Source: an optimization exercise on an open RTL-to-GDS flow (aim: small area). Production flows keep margins and buffers that such runs may drop. Function was checked by simulation only, so behaviour that the tests miss may differ from the original. Power is estimated from default activity; no workload was simulated.

== lagoon ==
==> flow/design.v (excerpt) <==
module ook_codec (
    input  wire        clk,
    input  wire        rst_n,
    input  wire [3:0]  reg_addr,      
    input  wire        reg_wr,
    input  wire        reg_rd,
    input  wire [31:0] reg_wdata,
    output reg  [31:0] reg_rdata,
    input  wire [31:0] now_us,
    input  wire        edge_valid,
    output wire        pin_dir,
    output wire        pin_out,
    output wire        edge_en,
    output reg         pin_release
);
Size: roughly 5300 cells after synthesis, roughly 52000 um^2 of cells after synthesis.
Settings: LEC_CHECK=0, ABC_AREA=1, CAP_MARGIN=20, CORE_MARGIN=2, CORE_UTILIZATION=60, GPL_ROUTABILITY_DRIVEN=1, GPL_TIMING_DRIVEN=0, PLACE_DENSITY=0.85, SLEW_MARGIN=20; clock period 20.0 ns.
standard.sh (not shown) runs the stock make flow with config.mk's settings and CLKGATE_MAP_FILE= SYNTH_SCRIPT=/design/flow/synth_recipe.tcl, a recipe that flattens the netlist after the stock synthesis.
==> flow/flow/run.sh <==
#!/bin/bash
# The standard layout (standard.sh, all steps), with clock tree synthesis run
# without dummy loads. The make output goes to standard.log in the work folder;
# each ORFS step keeps its own log under orfs/logs/.
set -euo pipefail
export CTS_ARGS="-sink_clustering_enable -repair_clock_nets -buf_list sky130_fd_sc_hd__clkbuf_8 -sink_clustering_size 16 -sink_clustering_max_diameter 50 -dont_use_dummy_load"
bash standard.sh > standard.log 2>&1
Inputs modified between lagoon and willow:
diff --git a/flow/design.v b/flow/design.v
--- a/flow/design.v
+++ b/flow/design.v
@@ -52,46 +52,46 @@
     reg        nz1, nz2;      
     reg        seq_cy;        
     reg        g_gap;         
     reg        g_near;        
     reg [NSLOT*SW-1:0] ring;
     reg [6:0]  ptr;           
     assign busy     = (state != S_IDLE);
     assign tx_start = xd[31:0];
     assign tx_code  = ud;
     assign txs      = {rem, quo[7:0]};
-    wire [38:0] mdiv  = {xd, 2'b00};
-    wire        mbit  = mdiv[cnt[3:0]];
-    wire [29:0] trial = {rem, mbit};
     wire [31:0] d;
-    wire        d_co;         
-    wire [31:0] sub_a = (state == S_DIV) ? {2'b0, trial} : xd[31:0];
-    wire [31:0] sub_b = (state == S_DIV) ? {3'b0, ud[28:0]} : (state == S_CAP2) ? t0 : last_ts;
-    ook_rca #(32) u_d   (.a(sub_a), .b(~sub_b), .ci(1'b1), .s(d), .co(d_co));
-    wire        gap_near = ( d_co && (d[31:8] == 24'd0) && (d[7:0] <= 8'd200)) ||
-                           (!d_co && (d[31:8] == 24'hFFFFFF) && (d[7:0] >= 8'd56));
+    wire [32:0] gap_e;        
+    ook_rca #(32) u_d   (.a(xd[31:0]), .b(~last_ts), .ci(1'b1), .s(d), .co());
+    ook_rca #(33) u_gap (.a({1'b0, xd[31:0]}), .b(~{1'b0, t0}), .ci(1'b1), .s(gap_e), .co());
+    wire        gap_near = (!gap_e[32] && (gap_e[31:8] == 24'd0) && (gap_e[7:0] <= 8'd200)) ||
+                           ( gap_e[32] && (gap_e[31:8] == 24'hFFFFFF) && (gap_e[7:0] >= 8'd56));
     wire        is_gap   = g_gap;
     wire        is_rep   = g_gap && (change_count != 7'd0) && g_near;
     wire        confirm  = is_rep && repeat_count;
     wire [6:0]  cc_g    = is_gap ? 7'd0 : change_count;
     wire        cc_ovf  = (cc_g >= 7'd68);
     wire [6:0]  cc_new  = cc_ovf ? 7'd0 : cc_g;
     wire        rc_new  = cc_ovf ? 1'b0 : (is_rep | repeat_count);
     wire [2:0]  msum = {2'b0, xd[0]} + {2'b0, mdly[2]} + {2'b0, mdly[3]} + {1'b0, mcy};
     wire        ud_go  = ((state == S_MUL) && (cnt >= 6'd5)) || (state == S_UD2) ||
                          ((state == S_PUB) && (cnt != 6'd0));
     wire        by10   = (state == S_PUB) ? pub_p2 : pp;
     wire [5:0]  uv     = {urem, t0[31]};
     wire        uge    = by10 ? (uv >= 6'd10) : (uv >= 6'd31);
     wire [5:0]  uvs    = uv - (by10 ? 6'd10 : 6'd31);
-    wire [29:0] tsub = d[29:0];
-    wire        ge   = d_co;
+    wire [38:0] mdiv  = {xd, 2'b00};
+    wire        mbit  = mdiv[cnt[3:0]];
+    wire [29:0] trial = {rem, mbit};
+    wire [29:0] tsub;
+    wire        ge;
+    ook_rca #(30) u_div (.a(trial), .b(~{1'b0, ud[28:0]}), .ci(1'b1), .s(tsub), .co(ge));
     wire [9:0]  fq    = quo[9:0];
     wire        fsat  = quo[10];
     wire [28:0] rem_nx = ge ? tsub[28:0] : trial[28:0];
     function [8:0] thr;
         input [9:0] f;
         input       ex;
         input [9:0] kk;
         reg   [10:0] t;
         begin
             if (f >= kk) t = {1'b0, f} - {1'b0, kk} + {10'd0, ~ex};
### Flow results
- The total power number comes out higher for willow vs lagoon.
- There was hardly any difference in xor and xnor fraction of the mapped netlist area between willow and lagoon.
- Via count in willow is about 4% below lagoon.
- Between willow and lagoon, the met1 usage is higher for lagoon.
- Diff willow..lagoon | initial core utilization | negligible

* * *

ook_codec, a different RTL version from the one above (not shown whole).
Size: roughly 1500 flip-flops, ~110 I/O pins, about 52000 um2 of cells after synthesis.
clock: 20.0 ns
lec_check: 0
abc_area: 1
cap_margin: 20
core_margin: 2
core_utilization: 45
gpl_routability_driven: 1
place_density: 0.6
slew_margin: 20
Scripts as last shown in full above: flow/flow/run.sh
==> next run, changes <==
--- a/flow/design.v
+++ b/flow/design.v
@@ -48,12 +48,13 @@
     reg        fex;           
     reg [10:0] quo;
     reg [5:0]  cnt;
     reg        pp;            
     reg        nz1, nz2;      
     reg        seq_cy;        
+    reg        g_gap;         
     reg        g_near;        
     reg [NSLOT*SW-1:0] ring;
     reg [6:0]  ptr;           
     assign busy     = (state != S_IDLE);
     assign tx_start = xd[31:0];
     assign tx_code  = ud;
@@ -65,14 +66,14 @@
     wire        d_co;         
     wire [31:0] sub_a = (state == S_DIV) ? {2'b0, trial} : xd[31:0];
     wire [31:0] sub_b = (state == S_DIV) ? {3'b0, ud[28:0]} : (state == S_CAP2) ? t0 : last_ts;
     ook_rca #(32) u_d   (.a(sub_a), .b(~sub_b), .ci(1'b1), .s(d), .co(d_co));
     wire        gap_near = ( d_co && (d[31:8] == 24'd0) && (d[7:0] <= 8'd200)) ||
                            (!d_co && (d[31:8] == 24'hFFFFFF) && (d[7:0] >= 8'd56));
-    wire        is_gap   = (xd[31:0] > 32'd5000);
-    wire        is_rep   = is_gap && (change_count != 7'd0) && g_near;
+    wire        is_gap   = g_gap;
+    wire        is_rep   = g_gap && (change_count != 7'd0) && g_near;
     wire        confirm  = is_rep && repeat_count;
     wire [6:0]  cc_g    = is_gap ? 7'd0 : change_count;
     wire        cc_ovf  = (cc_g >= 7'd68);
     wire [6:0]  cc_new  = cc_ovf ? 7'd0 : cc_g;
     wire        rc_new  = cc_ovf ? 1'b0 : (is_rep | repeat_count);
     wire [2:0]  msum = {2'b0, xd[0]} + {2'b0, mdly[2]} + {2'b0, mdly[3]} + {1'b0, mcy};
@@ -165,12 +166,13 @@
             xd <= {5'd0, now_us};
         if (tx_code_ld)
             ud <= tx_code_in;
         if (state == S_CAP1)
             xd <= {5'd0, d};
         if (state == S_CAP2) begin
+            g_gap  <= (xd[31:0] > 32'd5000);
             g_near <= gap_near;
         end
         if (state == S_CAP3) begin
             mdly <= 4'd0;
             mcy  <= 2'd0;
             if (!confirm && cc_new == 7'd0)
@@ -365,13 +367,13 @@
     reg [1:0]  mode;
     reg        busy;
     reg        busy_d;        
     reg        tx_abort;
     reg [3:0]  err;
     reg        rx_ovf;
-    wire       rx_valid;      
+    reg        rx_valid;
     reg [31:0] tx_code_r;
     reg [5:0]  cfg_width;
     reg [3:0]  cfg_proto;
     reg [7:0]  cfg_repeat;
     reg [15:0] cfg_pulse;
     reg [7:0]  tol_pct;
@@ -398,13 +400,12 @@
     wire [32:0] pub_code;
     wire [5:0]  pub_bitlen;
     wire        pub_p2;
     wire [31:0] pub_time;
     wire [28:0] pub_unit;
     wire        edge_cap = edge_valid && (mode == M_RX);
-    assign rx_valid = (pub_bitlen != 6'd0);
     wire [31:0] tx_seg_start;
     wire [31:0] tx_code;
     wire        tx_start_ld;
     wire        tx_code_ld;
     ook_rx u_rx (
         .clk        (clk),
@@ -522,12 +523,13 @@
         if (!rst_n) begin
             mode         <= M_OFF;
             busy         <= 1'b0;
             tx_abort     <= 1'b0;
             err          <= E_OK;
             rx_ovf       <= 1'b0;
+            rx_valid     <= 1'b0;
             tx_code_r    <= 32'd0;
             cfg_width    <= 6'd24;
             cfg_proto    <= 4'd1;
             cfg_repeat   <= 8'd10;
             cfg_pulse    <= 16'd350;
             tol_pct      <= 8'd20;
@@ -538,12 +540,14 @@
         end else begin
             pin_release <= 1'b0;
             if (seg_done && tx_low && tx_in_sync && tx_rep_left == 8'd1)
                 busy <= 1'b0;                        
             if (edge_cap && rx_busy)
                 rx_ovf <= 1'b1;
+            if (pub_valid)
+                rx_valid <= 1'b1;
             if (reg_wr) begin
                 case (reg_addr)
                     A_TX_CODE:  tx_code_r <= reg_wdata;
                     A_TX_CFG: begin
                         cfg_width  <= reg_wdata[5:0];
                         cfg_proto  <= reg_wdata[11:8];
- worst setup slack got worse by 0.075 ns
- clock-buffer cell count is lower by 3
- non-clock buffer count shrinks by 7
- hold slack barely changes
- via count hardly moves
- final area is about the same
- flip-flop and latch count rises by 3
- total power is lower by 0.35%
- wire length drops by about 0.8%
- synthesized area hardly moves
- sequential share of layout area goes up by 0.16 points
- global-route usage came out lower by 0.23 points

-- re-timing with driven ports --
The flow's constraints put no driver on any port. The routed layouts listed below were extracted and timed again, unchanged, in two steps.
Step 1, drivers: a clkbuf_16 drives clk and a buf_2 each remaining input, both assumed.
Step 2 adds t to the input delays and takes it off the output delays; t is the mean of the earliest and latest rising clock arrival at the registers after step 1. Input paths then give back, and output paths get back, about the clock's delay inside the block.
Slacks: ideal / step 1 / step 2; pairs: ideal / step 1.
run	t (ns)	setup WS [ns]	worst hold slack (ns)	worst setup path at the end	worst data-port slew with drivers (ns)
lagoon	0.876	2.073 / 2.073 / 2.073	0.270 / 0.270 / 0.270	register to register	0.05
willow	0.864	3.741 / 3.783 / 2.920	0.281 / 0.281 / 0.281	input to register	0.13
the first run of note 2	0.856	4.065 / 4.065 / 3.606	0.262 / 0.262 / 0.262	input to register	0.04
the second run of note 2	0.871	3.990 / 3.990 / 3.585	0.264 / 0.264 / 0.264	input to register	0.04
After both steps setup and hold are still met in every run listed. The setup slack of willow, which loses most, moves by +0.042 ns with the drivers and by -0.821 ns with both steps.
